What follows belongs to an exercise in optimizing a design on an open flow for small area, a short achievable clock period and few clock cycles per item; a production flow would make more cautious choices.
RTL that was checked went through simulation tests only; none was proved equivalent to the original.
No activity file was given, so power comes from the tool's default toggle rates.

## Q
==> module smolbit_capture, before the edit <==
module smolbit_capture (
    input  wire        clk,
    input  wire        rst,
    input  wire        start,
    output wire        ready,
    input  wire [17:0] start_pc,
    input  wire [17:0] frame_end,
    output reg         done,
    output reg         fault,
    output wire [17:0] body_end,
    output wire [17:0] next_pc,
    output wire        mem_req,
    output wire [12:0] mem_addr,
    input  wire        mem_rvalid,
    input  wire [31:0] mem_rdata
);
    localparam [1:0] M_INSN = 2'd0, M_DPMH = 2'd1, M_DPML = 2'd2, M_SKIP = 2'd3;
    localparam [14:0] D1 = 15'h0001;    
    reg        busy;
    reg [1:0]  mode;
    reg [18:0] pc;           
    reg [17:0] fend;
    reg [14:0] depth;        
    reg [14:0] dpmn;         
    reg        xw;           
    reg [31:0] we, wo;       
    reg        ve, vo;
    reg        out;          
    reg        orel;         
    reg        ostale;       
    wire [13:0] pw  = pc[18:5];
    wire [4:0]  po  = pc[4:0];
    wire [13:0] pw1 = pw + 14'd1;
    wire [5:0]  po3 = {1'b0, po} + 7'd3;
    wire [18:0] np3 = {po3[5] ? pw1 : pw, po3[4:0]};
    assign ready    = ~busy;
    assign body_end = pc[17:0];
    assign next_pc  = np3[17:0];
    wire [31:0] wcur = pw[0] ? wo : we;
    wire [31:0] wnxt = pw[0] ? we : wo;
    wire        vcur = pw[0] ? vo : ve;
    wire        vnxt = pw[0] ? ve : vo;
    wire [38:0] win = {wcur, wnxt[31:25]} << po;
    wire [7:0]  b   = win[38:31];
    reg [6:0]  len;
    reg        opener, closer;
    reg [1:0]  nmode;
    always @(*) begin
        len = 7'd3; opener = 1'b0; closer = 1'b0; nmode = M_INSN;
        case (mode)
        M_DPMH: begin len = 7'd8; nmode = M_DPML; end
        M_DPML:
            if (dpmn[14:8] == 7'd0 && b[7:3] == 5'd0) len = 7'd8 + {1'b0, b[2:0], 3'b000};
            else begin len = 7'd8; nmode = M_SKIP; end
        default:
            case (b[7:5])
            3'd0: ;
            3'd1: len = 7'd10;
            3'd2: len = 7'd6;
            3'd3: len = (b[4:2] == 3'd5) ? 7'd20 + {2'b00, b[1:0], 3'b000} : 7'd14;
            3'd4: len = (b[4:3] == 2'd3) ? 7'd13 : 7'd9;
            3'd5:
                case (b[4:2])
                3'd0, 3'd6: begin len = 7'd16; opener = 1'b1; end
                3'd1, 3'd2: begin len = 7'd10; opener = 1'b1; end
                3'd3, 3'd4: len = 7'd10;
                3'd5: begin len = b[1] ? 7'd15 : 7'd19; opener = 1'b1; end
                default: begin len = 7'd6; nmode = M_DPMH; end
                endcase
            3'd6: closer = 1'b1;
            default: len = b[4] ? 7'd9 : 7'd5;
            endcase
        endcase
    end
    wire        skip  = mode == M_SKIP;
    wire        past  = pc[18] || pc[17:0] > fend;
    wire        fits3 = !np3[18] && np3[17:0] <= fend;
    wire        dv    = busy && !skip && !xw && !past && vcur && (vnxt || po <= 5'd24);
    wire        fin   = closer && depth == D1 && fits3;
    wire [6:0]  osum  = {2'b00, po} + len;
    wire [13:0] pwn   = osum[6] || osum[5] ? pw1 : pw;
    wire [18:0] pskip = pc + {4'd0, dpmn, 3'b000};
    wire [8:0]  osk   = {4'd0, po} + {1'b0, dpmn[4:0], 3'b000};
    wire        mv    = dv || skip || xw;
    wire        m0    = skip ? dpmn[14:5] == 10'd0 && osk[8:5] == 4'd0 : !xw && osum[6:5] == 2'd0;
    wire        m1    = skip ? dpmn[14:5] == 10'd0 && osk[8:5] == 4'd1 : xw || osum[6:5] != 2'd0;
    wire        arr   = mem_rvalid && out && !ostale;
    wire        aslot = pw[0] ^ orel;         
    wire        pend0 = out && !ostale && !orel && !mem_rvalid;
    wire        pend1 = out && !ostale &&  orel && !mem_rvalid;
    wire        want0 = !vcur && !(arr && !orel) && !pend0;
    wire        want1 = !vnxt && !(arr &&  orel) && !pend1;
    wire        rslot = !want0;
    assign mem_req  = (busy ? want0 || want1 : start) && (!out || mem_rvalid);
    assign mem_addr = !busy ? start_pc[17:5] : rslot ? pw1[12:0] : pw[12:0];
    always @(posedge clk) begin
        done <= 1'b0;
        if (arr && !aslot) we <= mem_rdata;
        if (arr &&  aslot) wo <= mem_rdata;
        if (rst) begin
            busy <= 1'b0;
            out  <= 1'b0;
            ve   <= 1'b0;
            vo   <= 1'b0;
        end else if (!busy) begin
            if (mem_rvalid) out <= 1'b0;
            if (start) begin
                if (mem_req) out <= 1'b1;
                orel   <= 1'b0;
                busy   <= 1'b1;
                mode   <= M_INSN;
                xw     <= 1'b0;
                pc     <= {1'b0, start_pc};
                fend   <= frame_end;
                depth  <= D1;
                ve     <= 1'b0;
                vo     <= 1'b0;
                ostale <= !mem_req;
            end
        end else begin
            if (mv && !m0) begin
                if (!m1 || !pw[0]) ve <= 1'b0; else if (arr && !aslot) ve <= 1'b1;
                if (!m1 ||  pw[0]) vo <= 1'b0; else if (arr &&  aslot) vo <= 1'b1;
            end else begin
                if (arr && !aslot) ve <= 1'b1;
                if (arr &&  aslot) vo <= 1'b1;
            end
            if (mem_req) begin
                out    <= 1'b1;
                orel   <= rslot && (!mv || m0);
                ostale <= mv && !m0 && !(m1 && rslot);
            end else if (mem_rvalid) begin
                out    <= 1'b0;
            end else if (mv && !m0) begin
                orel   <= 1'b0;
                ostale <= ostale || !(m1 && orel);
            end
            if (past) begin
                busy  <= 1'b0;
                done  <= 1'b1;
                fault <= 1'b1;
            end
            if (skip) begin
                pc   <= pskip;
                mode <= M_INSN;
            end
            if (xw) begin
                pc[18:5] <= pw1;
                xw       <= 1'b0;
            end
            if (dv) begin
                mode <= nmode;
                if (mode == M_DPMH) dpmn[14:8] <= b[6:0];
                if (mode == M_DPML) dpmn[7:0]  <= b;
                if (opener) depth <= {depth[13:0], depth[14] ^ depth[13]};
                if (closer) depth <= {depth[0] ^ depth[14], depth[14:1]};
                if (fin) begin
                    busy  <= 1'b0;
                    done  <= 1'b1;
                    fault <= 1'b0;
                end else begin
                    pc <= {pwn, osum[4:0]};
                    xw <= osum[6];
                    if (mode == M_DPMH && b[7]) pc[18] <= 1'b1;
                end
            end
        end
    end
endmodule
clock: 7.0 ns
lec_check: 0
cap_margin: 20
core_margin: 2
core_utilization: 40
slew_margin: 20
run.sh (not shown) runs the stock make flow with config.mk's settings and CLKGATE_MAP_FILE= SYNTH_SCRIPT=/design/flow/synth_recipe.tcl, a recipe that flattens the netlist after the stock synthesis.
Q finished all stages; the layout is clean.
Testbench counts of Q, summed over its fixed seeds: cycles 49,102, captures 480.
[inputs] R vs Q
-- flow/design.v --
<<< Q, line 23
    reg [14:0] depth;        
    reg [14:0] dpmn;         
    reg        xw;           
    reg [31:0] we, wo;       
    reg        ve, vo;
>>> R, line 23
    reg [14:0] depth;        
    reg [14:0] dpmn;         
    reg [31:0] we, wo;       
    reg        ve, vo;
<<< Q, line 32
    wire [4:0]  po  = pc[4:0];
    wire [13:0] pw1 = pw + 14'd1;
    wire [5:0]  po3 = {1'b0, po} + 7'd3;
    wire [18:0] np3 = {po3[5] ? pw1 : pw, po3[4:0]};
>>> R, line 31
    wire [4:0]  po  = pc[4:0];
    wire [13:0] pw1 = pw + 14'd1;
    wire [13:0] pw2 = {pw[13:1] + 13'd1, pw[0]};
    wire [5:0]  po3 = {1'b0, po} + 7'd3;
    wire [18:0] np3 = {po3[5] ? pw1 : pw, po3[4:0]};
<<< Q, line 76
    wire        past  = pc[18] || pc[17:0] > fend;
    wire        fits3 = !np3[18] && np3[17:0] <= fend;
    wire        dv    = busy && !skip && !xw && !past && vcur && (vnxt || po <= 5'd24);
    wire        fin   = closer && depth == D1 && fits3;
    wire [6:0]  osum  = {2'b00, po} + len;
    wire [13:0] pwn   = osum[6] || osum[5] ? pw1 : pw;
    wire [18:0] pskip = pc + {4'd0, dpmn, 3'b000};
    wire [8:0]  osk   = {4'd0, po} + {1'b0, dpmn[4:0], 3'b000};
    wire        mv    = dv || skip || xw;
    wire        m0    = skip ? dpmn[14:5] == 10'd0 && osk[8:5] == 4'd0 : !xw && osum[6:5] == 2'd0;
    wire        m1    = skip ? dpmn[14:5] == 10'd0 && osk[8:5] == 4'd1 : xw || osum[6:5] != 2'd0;
    wire        arr   = mem_rvalid && out && !ostale;
    wire        aslot = pw[0] ^ orel;         
>>> R, line 76
    wire        past  = pc[18] || pc[17:0] > fend;
    wire        fits3 = !np3[18] && np3[17:0] <= fend;
    wire        dv    = busy && !skip && !past && vcur && (vnxt || po <= 5'd24);
    wire        fin   = closer && depth == D1 && fits3;
    wire [6:0]  osum  = {2'b00, po} + len;
    wire [13:0] pwn   = osum[6] ? pw2 : osum[5] ? pw1 : pw;
    wire [18:0] pskip = pc + {4'd0, dpmn, 3'b000};
    wire [8:0]  osk   = {4'd0, po} + {1'b0, dpmn[4:0], 3'b000};
    wire        mv    = dv || skip;
    wire        m0    = skip ? dpmn[14:5] == 10'd0 && osk[8:5] == 4'd0 : osum[6:5] == 2'd0;
    wire        m1    = skip ? dpmn[14:5] == 10'd0 && osk[8:5] == 4'd1 : osum[6:5] == 2'd1;
    wire        arr   = mem_rvalid && out && !ostale;
    wire        aslot = pw[0] ^ orel;         
<<< Q, line 110
                busy   <= 1'b1;
                mode   <= M_INSN;
                xw     <= 1'b0;
                pc     <= {1'b0, start_pc};
                fend   <= frame_end;
>>> R, line 110
                busy   <= 1'b1;
                mode   <= M_INSN;
                pc     <= {1'b0, start_pc};
                fend   <= frame_end;
<<< Q, line 145
                mode <= M_INSN;
            end
            if (xw) begin
                pc[18:5] <= pw1;
                xw       <= 1'b0;
            end
            if (dv) begin
                mode <= nmode;
>>> R, line 144
                mode <= M_INSN;
            end
            if (dv) begin
                mode <= nmode;
<<< Q, line 161
                end else begin
                    pc <= {pwn, osum[4:0]};
                    xw <= osum[6];
                    if (mode == M_DPMH && b[7]) pc[18] <= 1'b1;
                end
>>> R, line 156
                end else begin
                    pc <= {pwn, osum[4:0]};
                    if (mode == M_DPMH && b[7]) pc[18] <= 1'b1;
                end
==> run summary <==
Q → R: switching power as a share of total power moved up, fraction of synthesized area in multiplexers grew by 0.16 points, sequential cell area fraction in the yosys report moved down, minimum period implied by the final worst setup slack picked up an extra 0.49 ns. Going from Q to R, area taken by flip-flops and latches lost about 0.7%, sequential share of layout area lost 1.5 points, met3 usage picked up an extra 0.59 points, cell-internal power picked up an extra about 2.4%. R ends up with a smallest setup slack after layout that is 0.49 ns lower than in Q. Q reports its launch point of the critical path as pc[0] while R reports pc[5]. In R the layout overhead on the synthesized area turned out 1.2 points higher than in Q.
The RTL of R was laid out without a check of its function.

what the ideal ports hide:
How much do the figures lean on ideal ports? The routed layouts below were timed once more, with nothing changed but the port constraints.
Step 1, drivers: a clkbuf_16 drives clk and a buf_2 each remaining input, both assumed.
Step 2 moves the port delays by t, midway between the first and last clock arrival at a register: inputs arrive t later, outputs are due t later. That takes back most of the time a late clock gives input paths.
Three values: ideal, step 1, step 2; two values: the first two.
run	shift t [ns]	setup slack, ns	worst setup path after step 2	latest minus earliest clock arrival (ns)	pins driven straight from the clock port
Q	0.464	0.995 / 0.995 / 0.995	register to register	0.013 / 0.014	1
R	0.479	0.506 / 0.506 / 0.506	register to register	0.016 / 0.015	1
After both steps every run listed still meets setup and hold.
